Source: an optimization exercise on an open RTL-to-GDS flow (aim: small area, a short achievable clock period and few clock cycles). Production flows keep margins and buffers that such runs may drop. Function was checked by simulation only, so behaviour that the tests miss may differ from the original. Power and IR drop assume default switching activity.

==> flow/design.v <==
module mdfu_ser_rx (
    input  wire       clk,
    input  wire       rst,         
    input  wire       dir_rsp,     
    input  wire       in_valid,
    input  wire [7:0] in_byte,
    output wire       in_ready,
    output reg        res_valid,
    input  wire       res_ready,
    output reg  [3:0] res_kind,    
    output reg  [3:0] res_sub,     
    output wire [4:0] res_seq,
    output wire       res_flag,    
    output wire [7:0] res_code,    
    output wire [5:0] res_len,     
    input  wire [5:0] rd_addr,
    output wire [7:0] rd_data
);
    localparam CAP  = 64;          
    localparam DCAP = 60;          
    localparam [7:0] START = 8'h56;
    localparam [7:0] END   = 8'h9E;
    localparam [7:0] ESC   = 8'hCC;
    localparam [3:0] K_PKT      = 4'h0;
    localparam [3:0] K_CHECKSUM = 4'h1;
    localparam [3:0] K_BADCMD   = 4'h3;
    localparam [3:0] K_BADSTS   = 4'h4;
    localparam [3:0] K_FRAMING  = 4'h6;
    localparam [3:0] K_SHORT    = 4'h7;
    localparam [3:0] FE_BAD_ESCAPE = 4'h3;
    localparam [3:0] FE_TOO_SHORT  = 4'h4;
    localparam [3:0] FE_OVERFLOW   = 4'h6;
    reg        in_frame;
    reg        esc;         
    reg        bad;         
    reg  [6:0] rcnt;        
    reg  [2:0] hs;          
    reg  [5:0] dp;          
    reg  [7:0] b0, b1;      
    reg [15:0] sum;         
    reg  [4:0] seq;
    reg        flag;
    reg  [7:0] code;
    reg  [7:0] dbuf [0:DCAP-1];
    assign in_ready = !res_valid || res_ready;
    assign res_seq  = seq;
    assign res_flag = flag;
    assign res_code = code;
    assign res_len  = dp;
    assign rd_data  = dbuf[rd_addr];
    wire take     = in_valid && in_ready;
    wire is_start = (in_byte == START);
    wire is_end   = (in_byte == END);
    wire is_esc   = (in_byte == ESC);
    wire pair_ok  = (in_byte == 8'hA9) || (in_byte == 8'h61) || (in_byte == 8'h33);
    wire body     = take && in_frame && !is_start && !is_end && (rcnt != CAP);
    wire overflow = take && in_frame && !is_start && !is_end && (rcnt == CAP);
    wire ubyte    = body && (esc ? pair_ok : !is_esc);
    wire [7:0] u  = esc ? ~in_byte : in_byte;
    wire        full = hs[2];                        
    wire        par  = full ? dp[0] : hs[0];         
    wire [15:0] sum_add = par ? {b1, 8'h00} : {8'h00, b1};
    wire csum_ok = (~sum == {b0, b1});
    wire code_ok = (code >= 8'h01) && (code <= 8'h05);
    always @(posedge clk) begin
        if (ubyte && full)
            dbuf[dp] <= b1;
    end
    always @(posedge clk) begin
        if (rst) begin
            in_frame  <= 1'b0;
            esc       <= 1'b0;
            bad       <= 1'b0;
            rcnt      <= 7'd0;
            hs        <= 3'd0;
            dp        <= 6'd0;
            sum       <= 16'd0;
            res_valid <= 1'b0;
            res_kind  <= 4'd0;
            res_sub   <= 4'd0;
        end else begin
            if (res_valid && res_ready)
                res_valid <= 1'b0;
            if (take && is_start) begin
                in_frame <= 1'b1;
                esc      <= 1'b0;
                bad      <= 1'b0;
                rcnt     <= 7'd0;
                hs       <= 3'd0;
                dp       <= 6'd0;
                sum      <= 16'd0;
            end else if (take && in_frame && is_end) begin
                in_frame  <= 1'b0;
                res_valid <= 1'b1;
                if (bad || esc) begin
                    res_kind <= K_FRAMING;
                    res_sub  <= FE_BAD_ESCAPE;
                end else if (hs < 3'd2) begin
                    res_kind <= K_FRAMING;
                    res_sub  <= FE_TOO_SHORT;
                end else if (!csum_ok) begin
                    res_kind <= K_CHECKSUM;
                    res_sub  <= 4'd0;
                end else if (!full) begin
                    res_kind <= K_SHORT;
                    res_sub  <= 4'd0;
                end else if (!code_ok) begin
                    res_kind <= dir_rsp ? K_BADSTS : K_BADCMD;
                    res_sub  <= 4'd0;
                end else begin
                    res_kind <= K_PKT;
                    res_sub  <= 4'd0;
                end
            end else if (overflow) begin
                in_frame  <= 1'b0;
                res_valid <= 1'b1;
                res_kind  <= K_FRAMING;
                res_sub   <= FE_OVERFLOW;
            end else if (body) begin
                rcnt <= rcnt + 7'd1;
                if (esc) begin
                    esc <= 1'b0;
                    if (!pair_ok)
                        bad <= 1'b1;
                end else if (is_esc) begin
                    esc <= 1'b1;
                end
                if (ubyte) begin
                    if (!full)
                        hs <= hs + 3'd1;
                    else
                        dp <= dp + 6'd1;
                    if (hs >= 3'd2)
                        sum <= sum + sum_add;
                end
            end
        end
    end
    always @(posedge clk) begin
        if (ubyte) begin
            b0 <= u;
            b1 <= b0;
            if (hs == 3'd2) begin
                seq  <= b1[4:0];
                flag <= dir_rsp ? b1[6] : b1[7];
            end
            if (hs == 3'd3)
                code <= b1;
        end
    end
endmodule
clock: 10.0 ns
lec_check: 0
cap_margin: 20
core_margin: 2
core_utilization: 40
slew_margin: 20
run.sh (not shown) runs the stock make flow with config.mk's settings and CLKGATE_MAP_FILE= SYNTH_SCRIPT=/design/flow/synth_recipe.tcl, a recipe that flattens the netlist after the stock synthesis.
Testbench counts at the start, summed over its fixed seeds: cycles 31,403.
Then changed:
- CORE_UTILIZATION: 40 -> 65
- CTS_BUF_LIST: not set -> sky130_fd_sc_hd__clkbuf_16
- CTS_CLUSTER_DIAMETER: not set -> 80
- CTS_CLUSTER_SIZE: not set -> 25
- SETUP_SLACK_MARGIN: not set -> 5
Result: Total power came out lower by 22%; final cell count is lower by 16%; cell area shrinks by 2.5%; setup slack improved by 1.2 ns; area after synthesis does not change.
Then changed:
- CORE_UTILIZATION: 65 -> 40
After rerunning: The changed run completed without violations; global-route usage shrinks by 10 points; via count shrinks by 2.1%; worst hold slack got worse by 0.0073 ns.


rev 12:
Starts from the design.v that is shown in full above.
Settings: LEC_CHECK=0, CAP_MARGIN=20, CORE_MARGIN=2, CORE_UTILIZATION=40, CTS_BUF_LIST=sky130_fd_sc_hd__clkbuf_16, CTS_CLUSTER_DIAMETER=80, CTS_CLUSTER_SIZE=25, SETUP_SLACK_MARGIN=4.3, SLEW_MARGIN=20; clock period 10.0 ns.
Rev 12 finished every step from synthesis to the final layout, and the layout passed the timing, design-rule and antenna checks.
Testbench counts of rev 12, summed over its fixed seeds: cycles 31,403.
The inputs of rev 13 differ from those of rev 12 as listed below.
- clearing CTS_BUF_LIST, which used to be sky130_fd_sc_hd__clkbuf_16
- clearing CTS_CLUSTER_DIAMETER, which used to be 80
- clearing CTS_CLUSTER_SIZE, which used to be 25
- swapping 4.3 for 4.5 in SETUP_SLACK_MARGIN
## What came out
Rev 13: no failed stages, no open violations at the end
Per the comparison of rev 13 with rev 12, clock-buffer cell count moved up; least setup slack across all paths after layout lower; worst path buffer plus inverter count went up by 1; combinational cell fraction of total power moved down.
On routed wire length, rev 12 and rev 13 are basically level.
Rev 12 -> rev 13: count of inserted tapcells delta 0, exact match
Rev 13 vs rev 12, final routed wire length divided by cell count went down by 0.72 um.
According to the power report, total power for rev 13 is higher than for rev 12.
Relative to rev 12, clock-pin slew reported for the worst setup and hold paths after clock tree synthesis has gone down in rev 13.
Rev 12 reports its destination of the critical timing path as rd_data[4] while rev 13 reports rd_data[5].


old:
// mdfu_ser_rx: RTL as listed in full above, without the edits since
==> flow/config.mk <==
export PLATFORM = sky130hd
export DESIGN_NAME = mdfu_ser_rx
export DESIGN_NICKNAME = mdfu_ser_rx
export VERILOG_FILES = /design/flow/design.v
export SDC_FILE = /design/flow/constraint.sdc
export NUM_CORES = 4
export LEC_CHECK = 0
export CAP_MARGIN = 20
export CORE_MARGIN = 2
export CORE_UTILIZATION = 40
export SETUP_SLACK_MARGIN = 4.3
export SLEW_MARGIN = 20
==> flow/constraint.sdc <==
create_clock -name core_clock -period 10.0 [get_ports {clk}]
set_input_delay 2.0000 -clock core_clock [delete_from_list [all_inputs] [get_ports {clk}]]
set_output_delay 2.0000 -clock core_clock [all_outputs]
set_load 0.01 [all_outputs]
standard.sh (not shown) runs the stock make flow with config.mk's settings and CLKGATE_MAP_FILE= SYNTH_SCRIPT=/design/flow/synth_recipe.tcl, a recipe that flattens the netlist after the stock synthesis.
==> flow/flow/run.sh <==
#!/bin/bash
# Layout flow: the standard ORFS flow, with clock-tree synthesis told
# to build larger sink clusters from clkbuf_16 and not to add dummy loads,
# and port buffers started from the smallest buffer.
set -euo pipefail
export CTS_ARGS="-sink_clustering_enable -repair_clock_nets -sink_clustering_size 25 -sink_clustering_max_diameter 80 -buf_list sky130_fd_sc_hd__clkbuf_16 -dont_use_dummy_load"
export BUFFER_PORTS_ARGS="-buffer_cell sky130_fd_sc_hd__buf_1"
bash standard.sh > orfs_make.log 2>&1
Testbench counts of old, summed over its fixed seeds: cycles 31,403.
Edits applied to the flow inputs when going from old to new:
==> flow/run.sh (new file) <==
#!/bin/bash
# synth_recipe.tcl (not shown) runs the flow's synth.tcl, then flattens the netlist and writes it again
# the make line also repeats each setting of config.mk as NAME=value (left out here)
make -C /OpenROAD-flow-scripts/flow DESIGN_CONFIG=/design/flow/config.mk WORK_HOME=/design/flow/orfs CLKGATE_MAP_FILE= SYNTH_SCRIPT=/design/flow/synth_recipe.tcl finish
--- a/flow/config.mk
+++ b/flow/config.mk
@@ -9,4 +9,7 @@
 export CORE_MARGIN = 2
 export CORE_UTILIZATION = 40
-export SETUP_SLACK_MARGIN = 4.3
+export CTS_BUF_LIST = sky130_fd_sc_hd__clkbuf_16
+export CTS_CLUSTER_DIAMETER = 80
+export CTS_CLUSTER_SIZE = 25
+export SETUP_SLACK_MARGIN = 4.0
 export SLEW_MARGIN = 20
removed: flow/flow/run.sh
removed: flow/standard.sh
==> notes.md <==
- When the final numbers for new and old were put side by side, the minimum clock period turned out to be greater in new.
- Reported for new and old, count of state elements after synthesis turned out identical to the last digit.
- In summary, new completed successfully, with a layout that passed the timing, design-rule and antenna checks.
- new ended up with a higher wire length the detailed router placed on met1 than old did.
- Sort new and old by non-clock buffer count desc -> top: new
- Routing usage on met1 on new is up relative to old.
- Looking only at arrival time reported for the critical path endpoint, and setting everything else aside, the higher value of new and old goes to new.
- The transition at the pin with the smallest max-transition slack of new falls short of that of old by 53 ps.
- Power (new vs. old) increases by a few percent
- The clock power of new is higher than that of old.
- old → new: via count climbed 89; area overhead of the layout relative to synthesis climbed 1.6 points.

[what the ideal ports hide]
The results above use ideal ports. As a check the final layouts listed here were re-extracted and re-timed, cells and wires unchanged. Step 1 (the two cells are an assumption about what drives the block):
set clk [get_ports {clk}]
set_driving_cell -lib_cell sky130_fd_sc_hd__clkbuf_16 $clk
set_driving_cell -lib_cell sky130_fd_sc_hd__buf_2 [delete_from_list [all_inputs] $clk]
Step 2 adds t to the input delays and takes it off the output delays; t is the mean of the earliest and latest rising clock arrival at the registers after step 1. Input paths then give back, and output paths get back, about the clock's delay inside the block. Slacks: no drivers / after step 1 / after step 2; pairs: no drivers / after step 1.
run	t (ns)	setup slack, ns	hold WS [ns]	worst setup path after step 2
the first run of note 1	0.659	2.779 / 2.741 / 2.741	0.471 / 0.471 / 0.471	input to output
the second run of note 1	0.623	3.983 / 3.719 / 3.719	0.479 / 0.479 / 0.479	input to output
the third run of note 1	0.664	4.046 / 3.738 / 3.738	0.471 / 0.471 / 0.471	input to output
rev 12	0.643	4.120 / 3.671 / 3.671	0.485 / 0.485 / 0.485	input to output
rev 13	0.651	4.001 / 3.730 / 3.730	0.472 / 0.472 / 0.472	input to output
old	0.629	4.015 / 3.799 / 3.799	0.477 / 0.477 / 0.477	input to output
new	0.635	3.977 / 3.687 / 3.387	0.480 / 0.480 / 0.480	input to register
After both steps every run listed still meets setup and hold. For new, which loses most, drivers alone change the setup slack by -0.290 ns; drivers and shift together by -0.590 ns.
